From an optimization exercise on the open Yosys and OpenROAD flow, aimed at small area, a short achievable clock period and few clock cycles per item; shortcuts taken in it are not production practice.
Function was checked by simulation only, so behaviour that the tests miss may differ from the original.
Power figures rest on the tool's default switching activity, not on a simulated workload.

## flow/design.v (module list and top-level ports; edited modules follow where they fit)
// module rtty_coef_rom: 640 lines
// module rtty_mac: 510 lines
// module rtty_baudot_dec: 42 lines
// module rtty_slicer: 158 lines
// module rtty_frame_rx: 53 lines
// module rtty_rx: 37 lines
module rtty_rx (
    input  wire        clk,
    input  wire        rst,
    input  wire        in_valid,
    output wire        in_ready,
    input  wire [15:0] in_sample,
    output wire        bit_valid,
    output wire        bit_value,
    output wire        out_valid,
    output wire [7:0]  out_char,
    output wire        out_unk,
    output wire [15:0] fecnt
);
  // ...
==> flow/run.sh <==
#!/bin/bash
# synth_recipe.tcl (not shown) runs the flow's synth.tcl, then flattens the netlist and writes it again
# the make line also repeats each setting of config.mk as NAME=value (left out here)
make -C /OpenROAD-flow-scripts/flow DESIGN_CONFIG=/design/flow/config.mk WORK_HOME=/design/flow/orfs CLKGATE_MAP_FILE= SYNTH_SCRIPT=/design/flow/synth_recipe.tcl finish
==> flow/config.mk <==
export PLATFORM = sky130hd
export DESIGN_NAME = rtty_rx
export DESIGN_NICKNAME = rtty_rx
export VERILOG_FILES = /design/flow/design.v
export SDC_FILE = /design/flow/constraint.sdc
export NUM_CORES = 4
export LEC_CHECK = 0
export CAP_MARGIN = 20
export CORE_MARGIN = 2
export CORE_UTILIZATION = 40
export SLEW_MARGIN = 50
export SYNTH_MEMORY_MAX_BITS = 65536
==> flow/constraint.sdc <==
create_clock -name core_clock -period 12.0 [get_ports {clk}]
set_input_delay 2.4000 -clock core_clock [delete_from_list [all_inputs] [get_ports {clk}]]
set_output_delay 2.4000 -clock core_clock [all_outputs]
set_load 0.01 [all_outputs]
==> results.cfg, run 1 <==
[worst_setup_path]
path_max_fanout = 29
rrSetupSlack_ns = 7.76
worstPathRequired_ns = 12.57
r2r_cells = 9
crit_path_start_kind = flop
cp-endpoint = u_slicer.u_ss.c[17]$_DFF_P_
critPathTopFamily = adder cells
slowest_delay_ns = 0.80
critical_path_buf_inv_count = 2

[finish]
regArea_um2 = 13900
final_common_cell = inv_1
final_cell_mix = inv_1 (611), dfxtp_1 (591), fa_1 (535), a22oi_1 (422), nand2_1 (369)
final_util_pct = 43.9
multi_input_cells = 4308

[status]
status = complete, no violations

[synthesis]
synth-seq-cells = 685
ys_warn_count = 4
synth_area_leader_cell = dfxtp_1
synth_common_cells = dfxtp_1 (678), inv_1 (612), fa_1 (535), clkbuf_1 (498), a22oi_1 (422)
synthSimpleGateAreaFrac_pct = 13.6

[power]
switching_share_pct = 35.2
powerSeq_mw = 3.00
switchingPower_mw = 2.74
p_int_mw = 5.04

[clock_tree]
post_cts_resized = 0
clockBufferDepth = 3
ctsHoldBuffers = 0
clkTransAtPathRegs_ns = 0.06

[global_routing]
grt_usage_pct = 34.4
antenna_found_initial = 36

[sta]
max_slew_margin_pct = 43.7
fin_crit_ns = 4.24

[floorplanning]
io_pins = 48
fp-row-count = 136

[route]
drt-pass1-iter-count = 7
Testbench counts, summed over its fixed seeds: cycles 141,584, items 140,800.
==> run 2, diff against run 1 <==
--- a/flow/design.v
+++ b/flow/design.v
@@ -684,20 +684,17 @@
     wire t193, t194, t195, t196, t197, t198, t199, t200, t201, t202, t203, t204;
     wire t205, t206, t207, t208, t209, t210, t211, t212, t213, t214, t215, t216;
     wire t217, t218, t219, t220, t221, t222, t223, t224, t225, t226, t227, t228;
     wire t229, t230, t231, t232, t233, t234, t235, t236, t237, t238, t239, t240;
     wire t241, t242, t243, t244, t245, t246, t247, t248, t249, t250, t251, t252;
     wire t253, t254, t255, t256, t257, t258, t259, t260, t261, t262, t263, t264;
     wire t265, t266, t267, t268, t269, t270, t271, t272, t273, t274, t275, t276;
     wire t277, t278, t279, t280, t281, t282, t283, t284, t285, t286, t287, t288;
-    wire t289, t290, t291, t292, t293, t294, t295, t296, t297, t298, t299, t300;
-    wire t301, t302, t303, t304, t305, t306, t307, t308, t309, t310, t311, t312;
-    wire t313, t314, t315, t316, t317, t318, t319, t320, t321, t322, t323, t324;
-    wire t325, t326, t327, t328;
+    wire t289, t290, t291, t292, t293, t294, t295, t296;
     assign pp0_0 = ((one[0] & m1[0]) | (two[0] & m2[0])) ^ nf[0];
     assign pp0_1 = ((one[0] & m1[1]) | (two[0] & m2[1])) ^ nf[0];
     assign pp0_2 = ((one[0] & m1[2]) | (two[0] & m2[2])) ^ nf[0];
     assign pp0_3 = ((one[0] & m1[3]) | (two[0] & m2[3])) ^ nf[0];
     assign pp0_4 = ((one[0] & m1[4]) | (two[0] & m2[4])) ^ nf[0];
     assign pp0_5 = ((one[0] & m1[5]) | (two[0] & m2[5])) ^ nf[0];
     assign pp0_6 = ((one[0] & m1[6]) | (two[0] & m2[6])) ^ nf[0];
     assign pp0_7 = ((one[0] & m1[7]) | (two[0] & m2[7])) ^ nf[0];
@@ -808,346 +805,314 @@
     assign pp7_7 = ((one[7] & m1[7]) | (two[7] & m2[7])) ^ nf[7];
     assign pp7_8 = ((one[7] & m1[8]) | (two[7] & m2[8])) ^ nf[7];
     assign pp7_9 = ((one[7] & m1[9]) | (two[7] & m2[9])) ^ nf[7];
     assign pp7_10 = ((one[7] & m1[10]) | (two[7] & m2[10])) ^ nf[7];
     assign pp7_11 = ((one[7] & m1[11]) | (two[7] & m2[11])) ^ nf[7];
     assign pp7_12 = ((one[7] & m1[12]) | (two[7] & m2[12])) ^ nf[7];
     assign pp7_13 = ((one[7] & m1[13]) | (two[7] & m2[13])) ^ nf[7];
     assign pp7_14 = ((one[7] & m1[14]) | (two[7] & m2[14])) ^ nf[7];
-    assign t1 = pp0_12 ^ pp1_10;
-    assign t2 = pp0_12 & pp1_10;
-    assign t3 = pp0_13 ^ pp1_11;
-    assign t4 = pp0_13 & pp1_11;
-    assign t5 = pp0_14 ^ pp1_12 ^ pp2_10;
-    assign t6 = (pp0_14 & pp1_12) | (pp0_14 & pp2_10) | (pp1_12 & pp2_10);
-    assign t7 = pp3_8 ^ pp4_6;
-    assign t8 = pp3_8 & pp4_6;
-    assign t9 = top[0] ^ pp1_13 ^ pp2_11;
-    assign t10 = (top[0] & pp1_13) | (top[0] & pp2_11) | (pp1_13 & pp2_11);
-    assign t11 = pp3_9 ^ pp4_7;
-    assign t12 = pp3_9 & pp4_7;
-    assign t13 = pp1_14 ^ pp2_12 ^ pp3_10;
-    assign t14 = (pp1_14 & pp2_12) | (pp1_14 & pp3_10) | (pp2_12 & pp3_10);
-    assign t15 = top[1] ^ pp2_13;
-    assign t16 = top[1] & pp2_13;
-    assign t17 = pp0_6 ^ pp1_4;
-    assign t18 = pp0_6 & pp1_4;
-    assign t19 = pp0_7 ^ pp1_5;
-    assign t20 = pp0_7 & pp1_5;
-    assign t21 = pp0_8 ^ pp1_6 ^ pp2_4;
-    assign t22 = (pp0_8 & pp1_6) | (pp0_8 & pp2_4) | (pp1_6 & pp2_4);
-    assign t23 = pp3_2 ^ pp4_0;
-    assign t24 = pp3_2 & pp4_0;
-    assign t25 = pp0_9 ^ pp1_7 ^ pp2_5;
-    assign t26 = (pp0_9 & pp1_7) | (pp0_9 & pp2_5) | (pp1_7 & pp2_5);
-    assign t27 = pp3_3 ^ pp4_1;
-    assign t28 = pp3_3 & pp4_1;
-    assign t29 = pp0_10 ^ pp1_8 ^ pp2_6;
-    assign t30 = (pp0_10 & pp1_8) | (pp0_10 & pp2_6) | (pp1_8 & pp2_6);
-    assign t31 = pp3_4 ^ pp4_2 ^ pp5_0;
-    assign t32 = (pp3_4 & pp4_2) | (pp3_4 & pp5_0) | (pp4_2 & pp5_0);
-    assign t33 = nf[5] ^ sa[10];
-    assign t34 = nf[5] & sa[10];
-    assign t35 = pp0_11 ^ pp1_9 ^ pp2_7;
-    assign t36 = (pp0_11 & pp1_9) | (pp0_11 & pp2_7) | (pp1_9 & pp2_7);
-    assign t37 = pp3_5 ^ pp4_3 ^ pp5_1;
-    assign t38 = (pp3_5 & pp4_3) | (pp3_5 & pp5_1) | (pp4_3 & pp5_1);
-    assign t39 = sa[11] ^ ca[11];
-    assign t40 = sa[11] & ca[11];
-    assign t41 = pp2_8 ^ pp3_6 ^ pp4_4;
-    assign t42 = (pp2_8 & pp3_6) | (pp2_8 & pp4_4) | (pp3_6 & pp4_4);
-    assign t43 = pp5_2 ^ pp6_0 ^ nf[6];
-    assign t44 = (pp5_2 & pp6_0) | (pp5_2 & nf[6]) | (pp6_0 & nf[6]);
-    assign t45 = sa[12] ^ ca[12] ^ t1;
-    assign t46 = (sa[12] & ca[12]) | (sa[12] & t1) | (ca[12] & t1);
-    assign t47 = pp2_9 ^ pp3_7 ^ pp4_5;
-    assign t48 = (pp2_9 & pp3_7) | (pp2_9 & pp4_5) | (pp3_7 & pp4_5);
-    assign t49 = pp5_3 ^ pp6_1 ^ sa[13];
-    assign t50 = (pp5_3 & pp6_1) | (pp5_3 & sa[13]) | (pp6_1 & sa[13]);
-    assign t51 = ca[13] ^ t2 ^ t3;
-    assign t52 = (ca[13] & t2) | (ca[13] & t3) | (t2 & t3);
-    assign t53 = pp5_4 ^ pp6_2 ^ pp7_0;
-    assign t54 = (pp5_4 & pp6_2) | (pp5_4 & pp7_0) | (pp6_2 & pp7_0);
-    assign t55 = nf[7] ^ sa[14] ^ ca[14];
-    assign t56 = (nf[7] & sa[14]) | (nf[7] & ca[14]) | (sa[14] & ca[14]);
-    assign t57 = t4 ^ t5 ^ t7;
-    assign t58 = (t4 & t5) | (t4 & t7) | (t5 & t7);
-    assign t59 = pp5_5 ^ pp6_3 ^ pp7_1;
-    assign t60 = (pp5_5 & pp6_3) | (pp5_5 & pp7_1) | (pp6_3 & pp7_1);
-    assign t61 = sa[15] ^ ca[15] ^ t6;
-    assign t62 = (sa[15] & ca[15]) | (sa[15] & t6) | (ca[15] & t6);
-    assign t63 = t8 ^ t9 ^ t11;
-    assign t64 = (t8 & t9) | (t8 & t11) | (t9 & t11);
-    assign t65 = pp4_8 ^ pp5_6 ^ pp6_4;
-    assign t66 = (pp4_8 & pp5_6) | (pp4_8 & pp6_4) | (pp5_6 & pp6_4);
-    assign t67 = pp7_2 ^ sa[16] ^ ca[16];
-    assign t68 = (pp7_2 & sa[16]) | (pp7_2 & ca[16]) | (sa[16] & ca[16]);
-    assign t69 = t10 ^ t12 ^ t13;
-    assign t70 = (t10 & t12) | (t10 & t13) | (t12 & t13);
-    assign t71 = pp3_11 ^ pp4_9 ^ pp5_7;
-    assign t72 = (pp3_11 & pp4_9) | (pp3_11 & pp5_7) | (pp4_9 & pp5_7);
-    assign t73 = pp6_5 ^ pp7_3 ^ sa[17];
-    assign t74 = (pp6_5 & pp7_3) | (pp6_5 & sa[17]) | (pp7_3 & sa[17]);
-    assign t75 = ca[17] ^ t14 ^ t15;
-    assign t76 = (ca[17] & t14) | (ca[17] & t15) | (t14 & t15);
-    assign t77 = pp2_14 ^ pp3_12 ^ pp4_10;
-    assign t78 = (pp2_14 & pp3_12) | (pp2_14 & pp4_10) | (pp3_12 & pp4_10);
-    assign t79 = pp5_8 ^ pp6_6 ^ pp7_4;
-    assign t80 = (pp5_8 & pp6_6) | (pp5_8 & pp7_4) | (pp6_6 & pp7_4);
-    assign t81 = sa[18] ^ ca[18] ^ t16;
-    assign t82 = (sa[18] & ca[18]) | (sa[18] & t16) | (ca[18] & t16);
-    assign t83 = top[2] ^ pp3_13 ^ pp4_11;
-    assign t84 = (top[2] & pp3_13) | (top[2] & pp4_11) | (pp3_13 & pp4_11);
-    assign t85 = pp5_9 ^ pp6_7 ^ pp7_5;
-    assign t86 = (pp5_9 & pp6_7) | (pp5_9 & pp7_5) | (pp6_7 & pp7_5);
-    assign t87 = sa[19] ^ ca[19];
-    assign t88 = sa[19] & ca[19];
-    assign t89 = pp3_14 ^ pp4_12 ^ pp5_10;
-    assign t90 = (pp3_14 & pp4_12) | (pp3_14 & pp5_10) | (pp4_12 & pp5_10);
-    assign t91 = pp6_8 ^ pp7_6 ^ sa[20];
-    assign t92 = (pp6_8 & pp7_6) | (pp6_8 & sa[20]) | (pp7_6 & sa[20]);
-    assign t93 = top[3] ^ pp4_13 ^ pp5_11;
-    assign t94 = (top[3] & pp4_13) | (top[3] & pp5_11) | (pp4_13 & pp5_11);
-    assign t95 = pp6_9 ^ pp7_7;
-    assign t96 = pp6_9 & pp7_7;
-    assign t97 = pp4_14 ^ pp5_12 ^ pp6_10;
-    assign t98 = (pp4_14 & pp5_12) | (pp4_14 & pp6_10) | (pp5_12 & pp6_10);
-    assign t99 = top[4] ^ pp5_13;
-    assign t100 = top[4] & pp5_13;
-    assign t101 = pp0_2 ^ pp1_0;
-    assign t102 = pp0_2 & pp1_0;
-    assign t103 = pp0_3 ^ pp1_1;
-    assign t104 = pp0_3 & pp1_1;
-    assign t105 = pp0_4 ^ pp1_2 ^ pp2_0;
-    assign t106 = (pp0_4 & pp1_2) | (pp0_4 & pp2_0) | (pp1_2 & pp2_0);
-    assign t107 = nf[2] ^ sa[4];
-    assign t108 = nf[2] & sa[4];
-    assign t109 = pp0_5 ^ pp1_3 ^ pp2_1;
-    assign t110 = (pp0_5 & pp1_3) | (pp0_5 & pp2_1) | (pp1_3 & pp2_1);
-    assign t111 = sa[5] ^ ca[5];
-    assign t112 = sa[5] & ca[5];
-    assign t113 = pp2_2 ^ pp3_0 ^ nf[3];
-    assign t114 = (pp2_2 & pp3_0) | (pp2_2 & nf[3]) | (pp3_0 & nf[3]);
-    assign t115 = sa[6] ^ ca[6] ^ t17;
-    assign t116 = (sa[6] & ca[6]) | (sa[6] & t17) | (ca[6] & t17);
-    assign t117 = pp2_3 ^ pp3_1 ^ sa[7];
-    assign t118 = (pp2_3 & pp3_1) | (pp2_3 & sa[7]) | (pp3_1 & sa[7]);
-    assign t119 = ca[7] ^ t18 ^ t19;
-    assign t120 = (ca[7] & t18) | (ca[7] & t19) | (t18 & t19);
-    assign t121 = nf[4] ^ sa[8] ^ ca[8];
-    assign t122 = (nf[4] & sa[8]) | (nf[4] & ca[8]) | (sa[8] & ca[8]);
-    assign t123 = t20 ^ t21 ^ t23;
-    assign t124 = (t20 & t21) | (t20 & t23) | (t21 & t23);
-    assign t125 = sa[9] ^ ca[9] ^ t22;
-    assign t126 = (sa[9] & ca[9]) | (sa[9] & t22) | (ca[9] & t22);
-    assign t127 = t24 ^ t25 ^ t27;
-    assign t128 = (t24 & t25) | (t24 & t27) | (t25 & t27);
-    assign t129 = ca[10] ^ t26 ^ t28;
-    assign t130 = (ca[10] & t26) | (ca[10] & t28) | (t26 & t28);
-    assign t131 = t29 ^ t31 ^ t33;
-    assign t132 = (t29 & t31) | (t29 & t33) | (t31 & t33);
-    assign t133 = t30 ^ t32 ^ t34;
-    assign t134 = (t30 & t32) | (t30 & t34) | (t32 & t34);
-    assign t135 = t35 ^ t37 ^ t39;
-    assign t136 = (t35 & t37) | (t35 & t39) | (t37 & t39);
-    assign t137 = t36 ^ t38 ^ t40;
-    assign t138 = (t36 & t38) | (t36 & t40) | (t38 & t40);
-    assign t139 = t41 ^ t43 ^ t45;
-    assign t140 = (t41 & t43) | (t41 & t45) | (t43 & t45);
-    assign t141 = t42 ^ t44 ^ t46;
-    assign t142 = (t42 & t44) | (t42 & t46) | (t44 & t46);
-    assign t143 = t47 ^ t49 ^ t51;
-    assign t144 = (t47 & t49) | (t47 & t51) | (t49 & t51);
-    assign t145 = t48 ^ t50 ^ t52;
-    assign t146 = (t48 & t50) | (t48 & t52) | (t50 & t52);
-    assign t147 = t53 ^ t55 ^ t57;
-    assign t148 = (t53 & t55) | (t53 & t57) | (t55 & t57);
-    assign t149 = t54 ^ t56 ^ t58;
-    assign t150 = (t54 & t56) | (t54 & t58) | (t56 & t58);
-    assign t151 = t59 ^ t61 ^ t63;
-    assign t152 = (t59 & t61) | (t59 & t63) | (t61 & t63);
-    assign t153 = t60 ^ t62 ^ t64;
-    assign t154 = (t60 & t62) | (t60 & t64) | (t62 & t64);
-    assign t155 = t65 ^ t67 ^ t69;
-    assign t156 = (t65 & t67) | (t65 & t69) | (t67 & t69);
-    assign t157 = t66 ^ t68 ^ t70;
-    assign t158 = (t66 & t68) | (t66 & t70) | (t68 & t70);
-    assign t159 = t71 ^ t73 ^ t75;
-    assign t160 = (t71 & t73) | (t71 & t75) | (t73 & t75);
-    assign t161 = t72 ^ t74 ^ t76;
-    assign t162 = (t72 & t74) | (t72 & t76) | (t74 & t76);
-    assign t163 = t77 ^ t79 ^ t81;
-    assign t164 = (t77 & t79) | (t77 & t81) | (t79 & t81);
-    assign t165 = t78 ^ t80 ^ t82;
-    assign t166 = (t78 & t80) | (t78 & t82) | (t80 & t82);
-    assign t167 = t83 ^ t85 ^ t87;
-    assign t168 = (t83 & t85) | (t83 & t87) | (t85 & t87);
-    assign t169 = ca[20] ^ t84 ^ t86;
-    assign t170 = (ca[20] & t84) | (ca[20] & t86) | (t84 & t86);
-    assign t171 = t88 ^ t89 ^ t91;
-    assign t172 = (t88 & t89) | (t88 & t91) | (t89 & t91);
-    assign t173 = sa[21] ^ ca[21] ^ t90;
-    assign t174 = (sa[21] & ca[21]) | (sa[21] & t90) | (ca[21] & t90);
-    assign t175 = t92 ^ t93 ^ t95;
-    assign t176 = (t92 & t93) | (t92 & t95) | (t93 & t95);
-    assign t177 = pp7_8 ^ sa[22] ^ ca[22];
-    assign t178 = (pp7_8 & sa[22]) | (pp7_8 & ca[22]) | (sa[22] & ca[22]);
-    assign t179 = t94 ^ t96 ^ t97;
-    assign t180 = (t94 & t96) | (t94 & t97) | (t96 & t97);
-    assign t181 = pp6_11 ^ pp7_9 ^ sa[23];
-    assign t182 = (pp6_11 & pp7_9) | (pp6_11 & sa[23]) | (pp7_9 & sa[23]);
-    assign t183 = ca[23] ^ t98 ^ t99;
-    assign t184 = (ca[23] & t98) | (ca[23] & t99) | (t98 & t99);
-    assign t185 = pp5_14 ^ pp6_12 ^ pp7_10;
-    assign t186 = (pp5_14 & pp6_12) | (pp5_14 & pp7_10) | (pp6_12 & pp7_10);
-    assign t187 = sa[24] ^ ca[24] ^ t100;
-    assign t188 = (sa[24] & ca[24]) | (sa[24] & t100) | (ca[24] & t100);
-    assign t189 = top[5] ^ pp6_13 ^ pp7_11;
-    assign t190 = (top[5] & pp6_13) | (top[5] & pp7_11) | (pp6_13 & pp7_11);
-    assign t191 = sa[25] ^ ca[25];
-    assign t192 = sa[25] & ca[25];
-    assign t193 = pp6_14 ^ pp7_12 ^ sa[26];
-    assign t194 = (pp6_14 & pp7_12) | (pp6_14 & sa[26]) | (pp7_12 & sa[26]);
-    assign t195 = top[6] ^ pp7_13;
-    assign t196 = top[6] & pp7_13;
-    assign t197 = pp0_0 ^ nf[0];
-    assign t198 = pp0_0 & nf[0];
-    assign t199 = pp0_1 ^ sa[1];
-    assign t200 = pp0_1 & sa[1];
-    assign t201 = nf[1] ^ sa[2] ^ ca[2];
-    assign t202 = (nf[1] & sa[2]) | (nf[1] & ca[2]) | (sa[2] & ca[2]);
-    assign t203 = sa[3] ^ ca[3] ^ t102;
-    assign t204 = (sa[3] & ca[3]) | (sa[3] & t102) | (ca[3] & t102);
-    assign t205 = ca[4] ^ t104 ^ t105;
-    assign t206 = (ca[4] & t104) | (ca[4] & t105) | (t104 & t105);
-    assign t207 = t106 ^ t108 ^ t109;
-    assign t208 = (t106 & t108) | (t106 & t109) | (t108 & t109);
-    assign t209 = t110 ^ t112 ^ t113;
-    assign t210 = (t110 & t112) | (t110 & t113) | (t112 & t113);
-    assign t211 = t114 ^ t116 ^ t117;
-    assign t212 = (t114 & t116) | (t114 & t117) | (t116 & t117);
-    assign t213 = t118 ^ t120 ^ t121;
-    assign t214 = (t118 & t120) | (t118 & t121) | (t120 & t121);
-    assign t215 = t122 ^ t124 ^ t125;
-    assign t216 = (t122 & t124) | (t122 & t125) | (t124 & t125);
-    assign t217 = t126 ^ t128 ^ t129;
-    assign t218 = (t126 & t128) | (t126 & t129) | (t128 & t129);
-    assign t219 = t130 ^ t132 ^ t133;
-    assign t220 = (t130 & t132) | (t130 & t133) | (t132 & t133);
-    assign t221 = t134 ^ t136 ^ t137;
-    assign t222 = (t134 & t136) | (t134 & t137) | (t136 & t137);
-    assign t223 = t138 ^ t140 ^ t141;
-    assign t224 = (t138 & t140) | (t138 & t141) | (t140 & t141);
-    assign t225 = t142 ^ t144 ^ t145;
-    assign t226 = (t142 & t144) | (t142 & t145) | (t144 & t145);
-    assign t227 = t146 ^ t148 ^ t149;
-    assign t228 = (t146 & t148) | (t146 & t149) | (t148 & t149);
-    assign t229 = t150 ^ t152 ^ t153;
-    assign t230 = (t150 & t152) | (t150 & t153) | (t152 & t153);
-    assign t231 = t154 ^ t156 ^ t157;
-    assign t232 = (t154 & t156) | (t154 & t157) | (t156 & t157);
-    assign t233 = t158 ^ t160 ^ t161;
-    assign t234 = (t158 & t160) | (t158 & t161) | (t160 & t161);
-    assign t235 = t162 ^ t164 ^ t165;
-    assign t236 = (t162 & t164) | (t162 & t165) | (t164 & t165);
-    assign t237 = t166 ^ t168 ^ t169;
-    assign t238 = (t166 & t168) | (t166 & t169) | (t168 & t169);
-    assign t239 = t170 ^ t172 ^ t173;
-    assign t240 = (t170 & t172) | (t170 & t173) | (t172 & t173);
-    assign t241 = t174 ^ t176 ^ t177;
-    assign t242 = (t174 & t176) | (t174 & t177) | (t176 & t177);
-    assign t243 = t178 ^ t180 ^ t181;
-    assign t244 = (t178 & t180) | (t178 & t181) | (t180 & t181);
-    assign t245 = t182 ^ t184 ^ t185;
-    assign t246 = (t182 & t184) | (t182 & t185) | (t184 & t185);
-    assign t247 = t186 ^ t188 ^ t189;
-    assign t248 = (t186 & t188) | (t186 & t189) | (t188 & t189);
-    assign t249 = ca[26] ^ t190 ^ t192;
-    assign t250 = (ca[26] & t190) | (ca[26] & t192) | (t190 & t192);
-    assign t251 = sa[27] ^ ca[27] ^ t194;
-    assign t252 = (sa[27] & ca[27]) | (sa[27] & t194) | (ca[27] & t194);
-    assign t253 = pp7_14 ^ sa[28] ^ ca[28];
-    assign t254 = (pp7_14 & sa[28]) | (pp7_14 & ca[28]) | (sa[28] & ca[28]);
-    assign t255 = top[7] ^ sa[29];
-    assign t256 = top[7] & sa[29];
-    assign t257 = sa[0] ^ ca[0];
-    assign t258 = sa[0] & ca[0];
-    assign t259 = ca[1] ^ t198 ^ t199;
-    assign t260 = (ca[1] & t198) | (ca[1] & t199) | (t198 & t199);
-    assign t261 = t101 ^ t200 ^ t201;
-    assign t262 = (t101 & t200) | (t101 & t201) | (t200 & t201);
-    assign t263 = t103 ^ t202 ^ t203;
-    assign t264 = (t103 & t202) | (t103 & t203) | (t202 & t203);
-    assign t265 = t107 ^ t204 ^ t205;
-    assign t266 = (t107 & t204) | (t107 & t205) | (t204 & t205);
-    assign t267 = t111 ^ t206 ^ t207;
-    assign t268 = (t111 & t206) | (t111 & t207) | (t206 & t207);
-    assign t269 = t115 ^ t208 ^ t209;
-    assign t270 = (t115 & t208) | (t115 & t209) | (t208 & t209);
-    assign t271 = t119 ^ t210 ^ t211;
-    assign t272 = (t119 & t210) | (t119 & t211) | (t210 & t211);
-    assign t273 = t123 ^ t212 ^ t213;
-    assign t274 = (t123 & t212) | (t123 & t213) | (t212 & t213);
-    assign t275 = t127 ^ t214 ^ t215;
-    assign t276 = (t127 & t214) | (t127 & t215) | (t214 & t215);
-    assign t277 = t131 ^ t216 ^ t217;
-    assign t278 = (t131 & t216) | (t131 & t217) | (t216 & t217);
-    assign t279 = t135 ^ t218 ^ t219;
-    assign t280 = (t135 & t218) | (t135 & t219) | (t218 & t219);
-    assign t281 = t139 ^ t220 ^ t221;
-    assign t282 = (t139 & t220) | (t139 & t221) | (t220 & t221);
-    assign t283 = t143 ^ t222 ^ t223;
-    assign t284 = (t143 & t222) | (t143 & t223) | (t222 & t223);
-    assign t285 = t147 ^ t224 ^ t225;
-    assign t286 = (t147 & t224) | (t147 & t225) | (t224 & t225);
-    assign t287 = t151 ^ t226 ^ t227;
-    assign t288 = (t151 & t226) | (t151 & t227) | (t226 & t227);
-    assign t289 = t155 ^ t228 ^ t229;
-    assign t290 = (t155 & t228) | (t155 & t229) | (t228 & t229);
-    assign t291 = t159 ^ t230 ^ t231;
-    assign t292 = (t159 & t230) | (t159 & t231) | (t230 & t231);
-    assign t293 = t163 ^ t232 ^ t233;
-    assign t294 = (t163 & t232) | (t163 & t233) | (t232 & t233);
-    assign t295 = t167 ^ t234 ^ t235;
-    assign t296 = (t167 & t234) | (t167 & t235) | (t234 & t235);
-    assign t297 = t171 ^ t236 ^ t237;
-    assign t298 = (t171 & t236) | (t171 & t237) | (t236 & t237);
-    assign t299 = t175 ^ t238 ^ t239;
-    assign t300 = (t175 & t238) | (t175 & t239) | (t238 & t239);
-    assign t301 = t179 ^ t240 ^ t241;
-    assign t302 = (t179 & t240) | (t179 & t241) | (t240 & t241);
-    assign t303 = t183 ^ t242 ^ t243;
-    assign t304 = (t183 & t242) | (t183 & t243) | (t242 & t243);
-    assign t305 = t187 ^ t244 ^ t245;
-    assign t306 = (t187 & t244) | (t187 & t245) | (t244 & t245);
-    assign t307 = t191 ^ t246 ^ t247;
-    assign t308 = (t191 & t246) | (t191 & t247) | (t246 & t247);
-    assign t309 = t193 ^ t248 ^ t249;
-    assign t310 = (t193 & t248) | (t193 & t249) | (t248 & t249);
-    assign t311 = t195 ^ t250 ^ t251;
-    assign t312 = (t195 & t250) | (t195 & t251) | (t250 & t251);
-    assign t313 = t196 ^ t252 ^ t253;
-    assign t314 = (t196 & t252) | (t196 & t253) | (t252 & t253);
-    assign t315 = ca[29] ^ t254 ^ t255;
-    assign t316 = (ca[29] & t254) | (ca[29] & t255) | (t254 & t255);
-    assign t317 = sa[30] ^ ca[30] ^ t256;
-    assign t318 = (sa[30] & ca[30]) | (sa[30] & t256) | (ca[30] & t256);
-    assign t319 = sa[31] ^ ca[31];
-    assign t320 = sa[31] & ca[31];
-    assign t321 = sa[32] ^ ca[32];
-    assign t322 = sa[32] & ca[32];
-    assign t323 = sa[33] ^ ca[33];
-    assign t324 = sa[33] & ca[33];
-    assign t325 = sa[34] ^ ca[34];
-    assign t326 = sa[34] & ca[34];
-    assign t327 = sa[35] ^ ca[35];
-    assign t328 = sa[35] & ca[35];
-    wire [35:0] s_n = {t326, t324, t322, t320, t318, t316, t314, t312, t310, t308, t306, t304, t302, t300, t298, t296, t294, t292, t290, t288, t286, t284, t282, t280, t278, t276, t274, t272, t270, t268, t266, t264, t262, t260, t258, t197};
-    wire [35:0] c_n = {t327, t325, t323, t321, t319, t317, t315, t313, t311, t309, t307, t305, t303, t301, t299, t297, t295, t293, t291, t289, t287, t285, t283, t281, t279, t277, t275, t273, t271, t269, t267, t265, t263, t261, t259, t257};
+    assign t1 = nf[0] ^ pp0_0 ^ sa[0];
+    assign t2 = (nf[0] & pp0_0) | (nf[0] & sa[0]) | (pp0_0 & sa[0]);
+    assign t3 = pp0_1 ^ sa[1] ^ ca[1];
+    assign t4 = (pp0_1 & sa[1]) | (pp0_1 & ca[1]) | (sa[1] & ca[1]);
+    assign t5 = nf[1] ^ pp0_2 ^ pp1_0;
+    assign t6 = (nf[1] & pp0_2) | (nf[1] & pp1_0) | (pp0_2 & pp1_0);
+    assign t7 = sa[2] ^ ca[2] ^ t5;
+    assign t8 = (sa[2] & ca[2]) | (sa[2] & t5) | (ca[2] & t5);
+    assign t9 = pp0_3 ^ pp1_1 ^ t6;
+    assign t10 = (pp0_3 & pp1_1) | (pp0_3 & t6) | (pp1_1 & t6);
+    assign t11 = sa[3] ^ ca[3] ^ t8;
+    assign t12 = (sa[3] & ca[3]) | (sa[3] & t8) | (ca[3] & t8);
+    assign t13 = nf[2] ^ pp0_4 ^ pp1_2;
+    assign t14 = (nf[2] & pp0_4) | (nf[2] & pp1_2) | (pp0_4 & pp1_2);
+    assign t15 = pp2_0 ^ sa[4] ^ ca[4];
+    assign t16 = (pp2_0 & sa[4]) | (pp2_0 & ca[4]) | (sa[4] & ca[4]);
+    assign t17 = t13 ^ t10 ^ t15;
+    assign t18 = (t13 & t10) | (t13 & t15) | (t10 & t15);
+    assign t19 = pp0_5 ^ pp1_3 ^ pp2_1;
+    assign t20 = (pp0_5 & pp1_3) | (pp0_5 & pp2_1) | (pp1_3 & pp2_1);
+    assign t21 = t14 ^ sa[5] ^ ca[5];
+    assign t22 = (t14 & sa[5]) | (t14 & ca[5]) | (sa[5] & ca[5]);
+    assign t23 = t19 ^ t16 ^ t21;
+    assign t24 = (t19 & t16) | (t19 & t21) | (t16 & t21);
+    assign t25 = nf[3] ^ pp0_6 ^ pp1_4;
+    assign t26 = (nf[3] & pp0_6) | (nf[3] & pp1_4) | (pp0_6 & pp1_4);
+    assign t27 = pp2_2 ^ pp3_0 ^ t20;
+    assign t28 = (pp2_2 & pp3_0) | (pp2_2 & t20) | (pp3_0 & t20);
+    assign t29 = sa[6] ^ ca[6] ^ t25;
+    assign t30 = (sa[6] & ca[6]) | (sa[6] & t25) | (ca[6] & t25);
+    assign t31 = t22 ^ t27 ^ t29;
+    assign t32 = (t22 & t27) | (t22 & t29) | (t27 & t29);
+    assign t33 = pp0_7 ^ pp1_5 ^ pp2_3;
+    assign t34 = (pp0_7 & pp1_5) | (pp0_7 & pp2_3) | (pp1_5 & pp2_3);
+    assign t35 = pp3_1 ^ t26 ^ sa[7];
+    assign t36 = (pp3_1 & t26) | (pp3_1 & sa[7]) | (t26 & sa[7]);
+    assign t37 = ca[7] ^ t33 ^ t28;
+    assign t38 = (ca[7] & t33) | (ca[7] & t28) | (t33 & t28);
+    assign t39 = t30 ^ t35 ^ t37;
+    assign t40 = (t30 & t35) | (t30 & t37) | (t35 & t37);
+    assign t41 = nf[4] ^ pp0_8 ^ pp1_6;
+    assign t42 = (nf[4] & pp0_8) | (nf[4] & pp1_6) | (pp0_8 & pp1_6);
+    assign t43 = pp2_4 ^ pp3_2 ^ pp4_0;
+    assign t44 = (pp2_4 & pp3_2) | (pp2_4 & pp4_0) | (pp3_2 & pp4_0);
+    assign t45 = t34 ^ sa[8] ^ ca[8];
+    assign t46 = (t34 & sa[8]) | (t34 & ca[8]) | (sa[8] & ca[8]);
+    assign t47 = t41 ^ t43 ^ t36;
+    assign t48 = (t41 & t43) | (t41 & t36) | (t43 & t36);
+    assign t49 = t45 ^ t38 ^ t47;
+    assign t50 = (t45 & t38) | (t45 & t47) | (t38 & t47);
+    assign t51 = pp0_9 ^ pp1_7 ^ pp2_5;
+    assign t52 = (pp0_9 & pp1_7) | (pp0_9 & pp2_5) | (pp1_7 & pp2_5);
+    assign t53 = pp3_3 ^ pp4_1 ^ t42;
+    assign t54 = (pp3_3 & pp4_1) | (pp3_3 & t42) | (pp4_1 & t42);
+    assign t55 = t44 ^ sa[9] ^ ca[9];
+    assign t56 = (t44 & sa[9]) | (t44 & ca[9]) | (sa[9] & ca[9]);
+    assign t57 = t51 ^ t46 ^ t53;
+    assign t58 = (t51 & t46) | (t51 & t53) | (t46 & t53);
+    assign t59 = t55 ^ t48 ^ t57;
+    assign t60 = (t55 & t48) | (t55 & t57) | (t48 & t57);
+    assign t61 = nf[5] ^ pp0_10 ^ pp1_8;
+    assign t62 = (nf[5] & pp0_10) | (nf[5] & pp1_8) | (pp0_10 & pp1_8);
+    assign t63 = pp2_6 ^ pp3_4 ^ pp4_2;
+    assign t64 = (pp2_6 & pp3_4) | (pp2_6 & pp4_2) | (pp3_4 & pp4_2);
+    assign t65 = pp5_0 ^ t52 ^ sa[10];
+    assign t66 = (pp5_0 & t52) | (pp5_0 & sa[10]) | (t52 & sa[10]);
+    assign t67 = ca[10] ^ t61 ^ t63;
+    assign t68 = (ca[10] & t61) | (ca[10] & t63) | (t61 & t63);
+    assign t69 = t54 ^ t56 ^ t65;
+    assign t70 = (t54 & t56) | (t54 & t65) | (t56 & t65);
+    assign t71 = t67 ^ t58 ^ t69;
+    assign t72 = (t67 & t58) | (t67 & t69) | (t58 & t69);
+    assign t73 = pp0_11 ^ pp1_9 ^ pp2_7;
+    assign t74 = (pp0_11 & pp1_9) | (pp0_11 & pp2_7) | (pp1_9 & pp2_7);
+    assign t75 = pp3_5 ^ pp4_3 ^ pp5_1;
+    assign t76 = (pp3_5 & pp4_3) | (pp3_5 & pp5_1) | (pp4_3 & pp5_1);
+    assign t77 = t62 ^ t64 ^ sa[11];
+    assign t78 = (t62 & t64) | (t62 & sa[11]) | (t64 & sa[11]);
+    assign t79 = ca[11] ^ t73 ^ t75;
+    assign t80 = (ca[11] & t73) | (ca[11] & t75) | (t73 & t75);
+    assign t81 = t66 ^ t68 ^ t77;
+    assign t82 = (t66 & t68) | (t66 & t77) | (t68 & t77);
+    assign t83 = t79 ^ t70 ^ t81;
+    assign t84 = (t79 & t70) | (t79 & t81) | (t70 & t81);
+    assign t85 = nf[6] ^ pp0_12 ^ pp1_10;
+    assign t86 = (nf[6] & pp0_12) | (nf[6] & pp1_10) | (pp0_12 & pp1_10);
+    assign t87 = pp2_8 ^ pp3_6 ^ pp4_4;
+    assign t88 = (pp2_8 & pp3_6) | (pp2_8 & pp4_4) | (pp3_6 & pp4_4);
+    assign t89 = pp5_2 ^ pp6_0 ^ t74;
+    assign t90 = (pp5_2 & pp6_0) | (pp5_2 & t74) | (pp6_0 & t74);
+    assign t91 = t76 ^ sa[12] ^ ca[12];
+    assign t92 = (t76 & sa[12]) | (t76 & ca[12]) | (sa[12] & ca[12]);
+    assign t93 = t85 ^ t87 ^ t78;
+    assign t94 = (t85 & t87) | (t85 & t78) | (t87 & t78);
+    assign t95 = t80 ^ t89 ^ t91;
+    assign t96 = (t80 & t89) | (t80 & t91) | (t89 & t91);
+    assign t97 = t82 ^ t93 ^ t95;
+    assign t98 = (t82 & t93) | (t82 & t95) | (t93 & t95);
+    assign t99 = pp0_13 ^ pp1_11 ^ pp2_9;
+    assign t100 = (pp0_13 & pp1_11) | (pp0_13 & pp2_9) | (pp1_11 & pp2_9);
+    assign t101 = pp3_7 ^ pp4_5 ^ pp5_3;
+    assign t102 = (pp3_7 & pp4_5) | (pp3_7 & pp5_3) | (pp4_5 & pp5_3);
+    assign t103 = pp6_1 ^ t86 ^ t88;
+    assign t104 = (pp6_1 & t86) | (pp6_1 & t88) | (t86 & t88);
+    assign t105 = sa[13] ^ ca[13] ^ t99;
+    assign t106 = (sa[13] & ca[13]) | (sa[13] & t99) | (ca[13] & t99);
+    assign t107 = t101 ^ t90 ^ t92;
+    assign t108 = (t101 & t90) | (t101 & t92) | (t90 & t92);
+    assign t109 = t103 ^ t105 ^ t94;
+    assign t110 = (t103 & t105) | (t103 & t94) | (t105 & t94);
+    assign t111 = t96 ^ t107 ^ t109;
+    assign t112 = (t96 & t107) | (t96 & t109) | (t107 & t109);
+    assign t113 = nf[7] ^ pp0_14 ^ pp1_12;
+    assign t114 = (nf[7] & pp0_14) | (nf[7] & pp1_12) | (pp0_14 & pp1_12);
+    assign t115 = pp2_10 ^ pp3_8 ^ pp4_6;
+    assign t116 = (pp2_10 & pp3_8) | (pp2_10 & pp4_6) | (pp3_8 & pp4_6);
+    assign t117 = pp5_4 ^ pp6_2 ^ pp7_0;
+    assign t118 = (pp5_4 & pp6_2) | (pp5_4 & pp7_0) | (pp6_2 & pp7_0);
+    assign t119 = t100 ^ t102 ^ sa[14];
+    assign t120 = (t100 & t102) | (t100 & sa[14]) | (t102 & sa[14]);
+    assign t121 = ca[14] ^ t113 ^ t115;
+    assign t122 = (ca[14] & t113) | (ca[14] & t115) | (t113 & t115);
+    assign t123 = t117 ^ t104 ^ t106;
+    assign t124 = (t117 & t104) | (t117 & t106) | (t104 & t106);
+    assign t125 = t119 ^ t121 ^ t108;
+    assign t126 = (t119 & t121) | (t119 & t108) | (t121 & t108);
+    assign t127 = t123 ^ t110 ^ t125;
+    assign t128 = (t123 & t110) | (t123 & t125) | (t110 & t125);
+    assign t129 = top[0] ^ pp1_13 ^ pp2_11;
+    assign t130 = (top[0] & pp1_13) | (top[0] & pp2_11) | (pp1_13 & pp2_11);
+    assign t131 = pp3_9 ^ pp4_7 ^ pp5_5;
+    assign t132 = (pp3_9 & pp4_7) | (pp3_9 & pp5_5) | (pp4_7 & pp5_5);
+    assign t133 = pp6_3 ^ pp7_1 ^ t114;
+    assign t134 = (pp6_3 & pp7_1) | (pp6_3 & t114) | (pp7_1 & t114);
+    assign t135 = t116 ^ t118 ^ sa[15];
+    assign t136 = (t116 & t118) | (t116 & sa[15]) | (t118 & sa[15]);
+    assign t137 = ca[15] ^ t129 ^ t131;
+    assign t138 = (ca[15] & t129) | (ca[15] & t131) | (t129 & t131);
+    assign t139 = t120 ^ t122 ^ t133;
+    assign t140 = (t120 & t122) | (t120 & t133) | (t122 & t133);
+    assign t141 = t135 ^ t137 ^ t124;
+    assign t142 = (t135 & t137) | (t135 & t124) | (t137 & t124);
+    assign t143 = t139 ^ t126 ^ t141;
+    assign t144 = (t139 & t126) | (t139 & t141) | (t126 & t141);
+    assign t145 = pp1_14 ^ pp2_12 ^ pp3_10;
+    assign t146 = (pp1_14 & pp2_12) | (pp1_14 & pp3_10) | (pp2_12 & pp3_10);
+    assign t147 = pp4_8 ^ pp5_6 ^ pp6_4;
+    assign t148 = (pp4_8 & pp5_6) | (pp4_8 & pp6_4) | (pp5_6 & pp6_4);
+    assign t149 = pp7_2 ^ t130 ^ t132;
+    assign t150 = (pp7_2 & t130) | (pp7_2 & t132) | (t130 & t132);
+    assign t151 = sa[16] ^ ca[16] ^ t145;
+    assign t152 = (sa[16] & ca[16]) | (sa[16] & t145) | (ca[16] & t145);
+    assign t153 = t147 ^ t134 ^ t136;
+    assign t154 = (t147 & t134) | (t147 & t136) | (t134 & t136);
+    assign t155 = t138 ^ t149 ^ t151;
+    assign t156 = (t138 & t149) | (t138 & t151) | (t149 & t151);
+    assign t157 = t140 ^ t153 ^ t155;
+    assign t158 = (t140 & t153) | (t140 & t155) | (t153 & t155);
+    assign t159 = t142 ^ t157;
+    assign t160 = t142 & t157;
+    assign t161 = top[1] ^ pp2_13 ^ pp3_11;
+    assign t162 = (top[1] & pp2_13) | (top[1] & pp3_11) | (pp2_13 & pp3_11);
+    assign t163 = pp4_9 ^ pp5_7 ^ pp6_5;
+    assign t164 = (pp4_9 & pp5_7) | (pp4_9 & pp6_5) | (pp5_7 & pp6_5);
+    assign t165 = pp7_3 ^ t146 ^ t148;
+    assign t166 = (pp7_3 & t146) | (pp7_3 & t148) | (t146 & t148);
+    assign t167 = sa[17] ^ ca[17] ^ t161;
+    assign t168 = (sa[17] & ca[17]) | (sa[17] & t161) | (ca[17] & t161);
+    assign t169 = t163 ^ t150 ^ t152;
+    assign t170 = (t163 & t150) | (t163 & t152) | (t150 & t152);
+    assign t171 = t165 ^ t167 ^ t154;
+    assign t172 = (t165 & t167) | (t165 & t154) | (t167 & t154);
+    assign t173 = t156 ^ t169 ^ t171;
+    assign t174 = (t156 & t169) | (t156 & t171) | (t169 & t171);
+    assign t175 = t158 ^ t173;
+    assign t176 = t158 & t173;
+    assign t177 = pp2_14 ^ pp3_12 ^ pp4_10;
+    assign t178 = (pp2_14 & pp3_12) | (pp2_14 & pp4_10) | (pp3_12 & pp4_10);
+    assign t179 = pp5_8 ^ pp6_6 ^ pp7_4;
+    assign t180 = (pp5_8 & pp6_6) | (pp5_8 & pp7_4) | (pp6_6 & pp7_4);
+    assign t181 = t162 ^ t164 ^ sa[18];
+    assign t182 = (t162 & t164) | (t162 & sa[18]) | (t164 & sa[18]);
+    assign t183 = ca[18] ^ t177 ^ t179;
+    assign t184 = (ca[18] & t177) | (ca[18] & t179) | (t177 & t179);
+    assign t185 = t166 ^ t168 ^ t181;
+    assign t186 = (t166 & t168) | (t166 & t181) | (t168 & t181);
+    assign t187 = t183 ^ t170 ^ t185;
+    assign t188 = (t183 & t170) | (t183 & t185) | (t170 & t185);
+    assign t189 = t172 ^ t187 ^ t174;
+    assign t190 = (t172 & t187) | (t172 & t174) | (t187 & t174);
+    assign t191 = top[2] ^ pp3_13 ^ pp4_11;
+    assign t192 = (top[2] & pp3_13) | (top[2] & pp4_11) | (pp3_13 & pp4_11);
+    assign t193 = pp5_9 ^ pp6_7 ^ pp7_5;
+    assign t194 = (pp5_9 & pp6_7) | (pp5_9 & pp7_5) | (pp6_7 & pp7_5);
+    assign t195 = t178 ^ t180 ^ sa[19];
+    assign t196 = (t178 & t180) | (t178 & sa[19]) | (t180 & sa[19]);
+    assign t197 = ca[19] ^ t191 ^ t193;
+    assign t198 = (ca[19] & t191) | (ca[19] & t193) | (t191 & t193);
+    assign t199 = t182 ^ t184 ^ t195;
+    assign t200 = (t182 & t184) | (t182 & t195) | (t184 & t195);
+    assign t201 = t197 ^ t186 ^ t199;
+    assign t202 = (t197 & t186) | (t197 & t199) | (t186 & t199);
+    assign t203 = t188 ^ t201;
+    assign t204 = t188 & t201;
+    assign t205 = pp3_14 ^ pp4_12 ^ pp5_10;
+    assign t206 = (pp3_14 & pp4_12) | (pp3_14 & pp5_10) | (pp4_12 & pp5_10);
+    assign t207 = pp6_8 ^ pp7_6 ^ t192;
+    assign t208 = (pp6_8 & pp7_6) | (pp6_8 & t192) | (pp7_6 & t192);
+    assign t209 = t194 ^ sa[20] ^ ca[20];
+    assign t210 = (t194 & sa[20]) | (t194 & ca[20]) | (sa[20] & ca[20]);
+    assign t211 = t205 ^ t196 ^ t198;
+    assign t212 = (t205 & t196) | (t205 & t198) | (t196 & t198);
+    assign t213 = t207 ^ t209 ^ t200;
+    assign t214 = (t207 & t209) | (t207 & t200) | (t209 & t200);
+    assign t215 = t211 ^ t202 ^ t213;
+    assign t216 = (t211 & t202) | (t211 & t213) | (t202 & t213);
+    assign t217 = top[3] ^ pp4_13 ^ pp5_11;
+    assign t218 = (top[3] & pp4_13) | (top[3] & pp5_11) | (pp4_13 & pp5_11);
+    assign t219 = pp6_9 ^ pp7_7 ^ t206;
+    assign t220 = (pp6_9 & pp7_7) | (pp6_9 & t206) | (pp7_7 & t206);
+    assign t221 = sa[21] ^ ca[21] ^ t217;
+    assign t222 = (sa[21] & ca[21]) | (sa[21] & t217) | (ca[21] & t217);
+    assign t223 = t208 ^ t210 ^ t219;
+    assign t224 = (t208 & t210) | (t208 & t219) | (t210 & t219);
+    assign t225 = t221 ^ t212 ^ t223;
+    assign t226 = (t221 & t212) | (t221 & t223) | (t212 & t223);
+    assign t227 = t214 ^ t225;
+    assign t228 = t214 & t225;
+    assign t229 = pp4_14 ^ pp5_12 ^ pp6_10;
+    assign t230 = (pp4_14 & pp5_12) | (pp4_14 & pp6_10) | (pp5_12 & pp6_10);
+    assign t231 = pp7_8 ^ t218 ^ sa[22];
+    assign t232 = (pp7_8 & t218) | (pp7_8 & sa[22]) | (t218 & sa[22]);
+    assign t233 = ca[22] ^ t229 ^ t220;
+    assign t234 = (ca[22] & t229) | (ca[22] & t220) | (t229 & t220);
+    assign t235 = t222 ^ t231 ^ t224;
+    assign t236 = (t222 & t231) | (t222 & t224) | (t231 & t224);
+    assign t237 = t233 ^ t226 ^ t235;
+    assign t238 = (t233 & t226) | (t233 & t235) | (t226 & t235);
+    assign t239 = top[4] ^ pp5_13 ^ pp6_11;
+    assign t240 = (top[4] & pp5_13) | (top[4] & pp6_11) | (pp5_13 & pp6_11);
+    assign t241 = pp7_9 ^ t230 ^ sa[23];
+    assign t242 = (pp7_9 & t230) | (pp7_9 & sa[23]) | (t230 & sa[23]);
+    assign t243 = ca[23] ^ t239 ^ t232;
+    assign t244 = (ca[23] & t239) | (ca[23] & t232) | (t239 & t232);
+    assign t245 = t241 ^ t234 ^ t243;
+    assign t246 = (t241 & t234) | (t241 & t243) | (t234 & t243);
+    assign t247 = t236 ^ t245;
+    assign t248 = t236 & t245;
+    assign t249 = pp5_14 ^ pp6_12 ^ pp7_10;
+    assign t250 = (pp5_14 & pp6_12) | (pp5_14 & pp7_10) | (pp6_12 & pp7_10);
+    assign t251 = t240 ^ sa[24] ^ ca[24];
+    assign t252 = (t240 & sa[24]) | (t240 & ca[24]) | (sa[24] & ca[24]);
+    assign t253 = t249 ^ t242 ^ t251;
+    assign t254 = (t249 & t242) | (t249 & t251) | (t242 & t251);
+    assign t255 = t244 ^ t253 ^ t246;
+    assign t256 = (t244 & t253) | (t244 & t246) | (t253 & t246);
+    assign t257 = top[5] ^ pp6_13 ^ pp7_11;
+    assign t258 = (top[5] & pp6_13) | (top[5] & pp7_11) | (pp6_13 & pp7_11);
+    assign t259 = t250 ^ sa[25] ^ ca[25];
+    assign t260 = (t250 & sa[25]) | (t250 & ca[25]) | (sa[25] & ca[25]);
+    assign t261 = t257 ^ t252 ^ t259;
+    assign t262 = (t257 & t252) | (t257 & t259) | (t252 & t259);
+    assign t263 = t254 ^ t261 ^ t256;
+    assign t264 = (t254 & t261) | (t254 & t256) | (t261 & t256);
+    assign t265 = pp6_14 ^ pp7_12 ^ t258;
+    assign t266 = (pp6_14 & pp7_12) | (pp6_14 & t258) | (pp7_12 & t258);
+    assign t267 = sa[26] ^ ca[26] ^ t260;
+    assign t268 = (sa[26] & ca[26]) | (sa[26] & t260) | (ca[26] & t260);
+    assign t269 = t265 ^ t262 ^ t267;
+    assign t270 = (t265 & t262) | (t265 & t267) | (t262 & t267);
+    assign t271 = top[6] ^ pp7_13 ^ sa[27];
+    assign t272 = (top[6] & pp7_13) | (top[6] & sa[27]) | (pp7_13 & sa[27]);
+    assign t273 = ca[27] ^ t266 ^ t271;
+    assign t274 = (ca[27] & t266) | (ca[27] & t271) | (t266 & t271);
+    assign t275 = t268 ^ t273 ^ t270;
+    assign t276 = (t268 & t273) | (t268 & t270) | (t273 & t270);
+    assign t277 = pp7_14 ^ sa[28] ^ ca[28];
+    assign t278 = (pp7_14 & sa[28]) | (pp7_14 & ca[28]) | (sa[28] & ca[28]);
+    assign t279 = t272 ^ t277 ^ t274;
+    assign t280 = (t272 & t277) | (t272 & t274) | (t277 & t274);
+    assign t281 = top[7] ^ sa[29] ^ ca[29];
+    assign t282 = (top[7] & sa[29]) | (top[7] & ca[29]) | (sa[29] & ca[29]);
+    assign t283 = t278 ^ t281 ^ t280;
+    assign t284 = (t278 & t281) | (t278 & t280) | (t281 & t280);
+    assign t285 = sa[30] ^ ca[30] ^ t282;
+    assign t286 = (sa[30] & ca[30]) | (sa[30] & t282) | (ca[30] & t282);
+    assign t287 = sa[31] ^ ca[31] ^ t286;
+    assign t288 = (sa[31] & ca[31]) | (sa[31] & t286) | (ca[31] & t286);
+    assign t289 = sa[32] ^ ca[32] ^ t288;
+    assign t290 = (sa[32] & ca[32]) | (sa[32] & t288) | (ca[32] & t288);
+    assign t291 = sa[33] ^ ca[33] ^ t290;
+    assign t292 = (sa[33] & ca[33]) | (sa[33] & t290) | (ca[33] & t290);
+    assign t293 = sa[34] ^ ca[34];
+    assign t294 = sa[34] & ca[34];
+    assign t295 = sa[35] ^ ca[35] ^ t294;
+    assign t296 = (sa[35] & ca[35]) | (sa[35] & t294) | (ca[35] & t294);
+    wire [35:0] s_n = {t295, t293, t291, t289, t287, t285, t283, t279, t275, t269, t263, t248, t238, t228, t216, t204, t203, t176, t160, t144, t128, t112, t98, t84, t72, t60, t50, t40, t32, t24, t18, t12, t9, t4, t2, ca[0]};
+    wire [35:0] c_n = {1'b0, t292, 1'b0, 1'b0, 1'b0, t284, 1'b0, t276, 1'b0, t264, 1'b0, t255, t247, t237, t227, t215, t190, t189, t175, t159, t143, t127, t111, t97, t83, t71, t59, t49, t39, t31, t23, t17, t11, t7, t3, t1};
     always @(posedge clk) begin
         s <= s_n;
         c <= c_n;
     end
 endmodule
 module rtty_baudot_dec (
     input  wire [4:0] code,
     output reg  [7:0] ch,
==> run 2 against run 1 <==
Net effect:
- synthesized cell count decreased by 5.0%
- combinational power increased by 8%
- hold slack improved by 0.010 ns
- critical endpoint is now u_slicer.u_ss.s[25]$_DFF_P_
- highest routed layer unchanged
- cell area decreased by 5.8%
- largest power group unchanged
- die area decreased by 5.6%
==> results.cfg, run 2 <==
[status]
status = complete, no violations

[synthesis]
synth_area_leaders = dfxtp_1 (24%), fa_1 (20%), a22oi_1 (6.1%)
synthesis.area_um2 = 52400
synth_cell_types = 79
syn-instance-count = 5878
synth-async-reset-ratio_pct = 0
synth-seq-area-share_pct = 24.2
synth-main-ff-cell = dfxtp_1
synth-seq-cells = 629
synth_area_leader_cell = dfxtp_1
synth_top_cell_area_share_pct = 23.8
ys_warn_count = 4
synth-edff-count = 7
synth_area_per_cell_um2 = 8.91
synth_common_cells = dfxtp_1 (622), fa_1 (535), inv_1 (490), clkbuf_1 (488), a22oi_1 (429)
yosysMostFrequentCell = dfxtp_1
synth_nets = 6587

[global_routing]
grt_pass1_vias = 46200
grt_usage_pct = 34.4
antenna_found_initial = 30
use_met3_pct = 11.9
met1_usage_pct = 43.9
top_usage_layer = met2
grt_overflow_total = 0
grt_max_degree = 90
grt_pass1_wl_mm = 338
met2_usage_pct = 50.1

[worst_setup_path]
cp_cell_sequence = buf_4 -> buf_6 -> nor2_1 -> fa_1 -> fa_1 -> fa_1 -> fa_1 -> inv_1 -> fa_1
arrival_ns = 4.80
cp-end-kind = flop
path_class = flop to flop
path_max_fanout = 72
crit_path_start_kind = flop
slowest_delay_ns = 0.66
critical_path_buf_inv_count = 3
worst_path_max_delay_cell = dfxtp_4
critPathTopFamily = adder cells
crit_top_cell = fa_1
worstPathRequired_ns = 12.57

[floorplanning]
die_h_um = 366
fp-row-count = 132
fp.coreArea_um2 = 130000
die_w_um = 366
dieArea_um2 = 134000
io_pins = 48
start_util_pct = 40.4

[clock_tree]
ctsHoldBuffers = 0
h-tree-depth = 3
clkTransAtPathRegs_ns = 0.06
clock_sinks = 629
clock_latency_ns = 0.72
cts-root-buf = clkbuf_16
clockBufferDepth = 3
cts_buffers = 75
post_cts_resized = 0
tritoncts = yes
postCtsSetupRepairBufs = 0

[route]
wl_mm = 234
via_per_inst = 6.18
wl_per_cell_um = 31.7
drc = 0
drt-pass1-iter-count = 8
final_antenna_net_count = 0
num_vias = 45700
drtIter0Drc = 5960

[power]
p_seq_share_pct = 37.4
switchingPower_mw = 2.71
power_density_nw_per_um2 = 132
switching_share_pct = 36.2
leakage_nw = 23.7
power_frac_comb_pct = 31.2
clock_power_share_pct = 31.3
p_int_mw = 4.78
vdd_drop_max_mv = 0.112

[sta]
max_freq_mhz = 236
fin_crit_ns = 4.23
setup_tns_ns = 0
finClkSkew_ns = 0.0641
setup_ws_ns = 7.77
finalSetupViolCount = 0
worstMarginPinSlew_ns = 0.843
finalMaxSlewViolations = 0
finalCritPeriodShare_pct = 35.3
rsz0062_at_grt = no
max_slew_margin_pct = 43.2
hold_viol = 0

[placed_design]
place_inst = 7232
dp_slack_ns = 7.56
dp_hpwl_mm = 163
place_congestion = 1.11
portBuffers = 45

[run]
drv_cap = 0

[finish]
final_common_cell = dfxtp_1
multi_input_comb_area_um2 = 35900
drive_above_1_share_pct = 10.9
regArea_um2 = 12800
instances_no_fill = 7385
area_delta_synth_final_pct = 8.58
final_util_pct = 43.8
final_cell_mix = dfxtp_1 (540), fa_1 (535), inv_1 (489), a22oi_1 (429), nand2_1 (404)
fillers = 12700
final_nets = 6276

[hold_path]
holdCritPathClass = flop to flop
[run 2: cell count changes in the layout (fill, tap and decap cells not counted), moves of 13 or more]
cell and delta:
a21o_1 -13, ha_1 -70, nor2b_1 -36, xnor2_1 +51
nand2_1 +35, inv_1 -122, o31ai_1 +14, buf_4 -13
dfxtp_1 -51, mux2_2 -14, xor2_1 -50
[run 2: metrics by stage]
| stage | cell area (um^2) | hold slack [ns] | power, mW |
|---|---|---|---|
| after floorplan | 52400 | 0.404 | 4.38 |
| after global placement | 53900 | 0.438 | 5.07 |
| after detailed placement | 54200 | 0.430 | 5.17 |
| after CTS | 56700 | 0.434 | 7.57 |
| after global routing | 56800 | 0.453 | 8.05 |
| final | 56900 | 0.445 | 7.49 |
[run 2: kinds of logic (layout without fill, tap and decap cells)]
family,Yosys count,in the layout,share of synthesized area [%]
simple gates,1468,1468,14.2
flops,629,629,24.2
xor+xnor,604,604,10.1
mux,163,163,3.55
other cells,2,17,0.0143
compound gates,1258,1258,16.1
fa+ha+maj,690,690,24.1
buf+inv,1064,814,7.66
[run 2: layout make-up]
| type | instances | share of cell area, % |
|---|---|---|
| tap | 1742 | 3.83 |
| sequential | 629 | 22.5 |
| clock buffer | 110 | 3.78 |
| multi-input combinational | 4185 | 63.1 |
| clock inverter | 28 | 0.735 |
| inverter | 499 | 3.29 |
| timing repair buffer | 177 | 2.66 |
| antenna | 15 | 0.0660 |
[run 2: power by group through the flow]
stage          Clock (mW)  Combinational, mW  Sequential (mW)
6_report             2.35               2.34             2.81
5_1_grt              2.50               2.72             2.84
4_1_cts              2.41               2.35             2.80
3_5_place_dp            0               2.32             2.84
3_3_place_gp            0               2.23             2.84
2_1_floorplan           0               1.75             2.63
[run 2: path summary, 6_finish.rpt]
kind	slack, ns	cells after the start	start	to
worst max-delay path	7.77	9	u_slicer.first1$_DFF_P_	u_slicer.u_ss.s[25]$_DFF_P_
worst min register to register	0.44	2	u_slicer.last1$_DFF_P_	u_slicer.cap$_SDFF_PP0_
worst max register to register	7.77	9	u_slicer.first1$_DFF_P_	u_slicer.u_ss.s[25]$_DFF_P_
worst min-delay path	0.44	2	u_slicer.last1$_DFF_P_	u_slicer.cap$_SDFF_PP0_
[run 2: metal layers]
metal | vias up | part of all wire, %
li1 | 19200 | -
met4 | 26 | 7.0
met2 | 2814 | 42
met3 | 838 | 11
met5 | - | 0.076
met1 | 22800 | 40
[run 2: worst register-to-register path, cell delays in order (launching register included)]
cell	delay, ns
dfxtp_4	0.66
buf_4	0.64
buf_6	0.55
nor2_1	0.16
fa_1	0.40
fa_1	0.46
fa_1	0.40
fa_1	0.37
inv_1	0.09
fa_1	0.42
Testbench counts of run 2, summed over its fixed seeds: cycles 141,584, items 140,800.

## what the ideal ports hide
No port has a modelled driver above. Below, the same layouts with a new extraction and two added sets of constraints.
Step 1 (the two cells are an assumption about what drives the block):
set clk [get_ports {clk}]
set_driving_cell -lib_cell sky130_fd_sc_hd__clkbuf_16 $clk
set_driving_cell -lib_cell sky130_fd_sc_hd__buf_2 [delete_from_list [all_inputs] $clk]
Step 2 times the ports against the registers' clock, not the clock port: input delays grow and output delays shrink by t, the midpoint of the rising clock arrivals with the driver on.
a / b / c = no drivers / after step 1 / after step 2; a / b = the first two.
run	t, ns	slack for setup (ns)	hold WS [ns]	worst register clock-pin slew, ns
run 1	0.765	7.761 / 7.740 / 7.753	0.435 / 0.435 / 0.435	0.07 / 0.07
run 2	0.774	7.765 / 7.765 / 7.765	0.445 / 0.445 / 0.445	0.07 / 0.07
After both steps setup and hold are still met in every run listed. The setup slack of run 1, which loses most, moves by -0.021 ns with the drivers and by -0.008 ns with both steps.
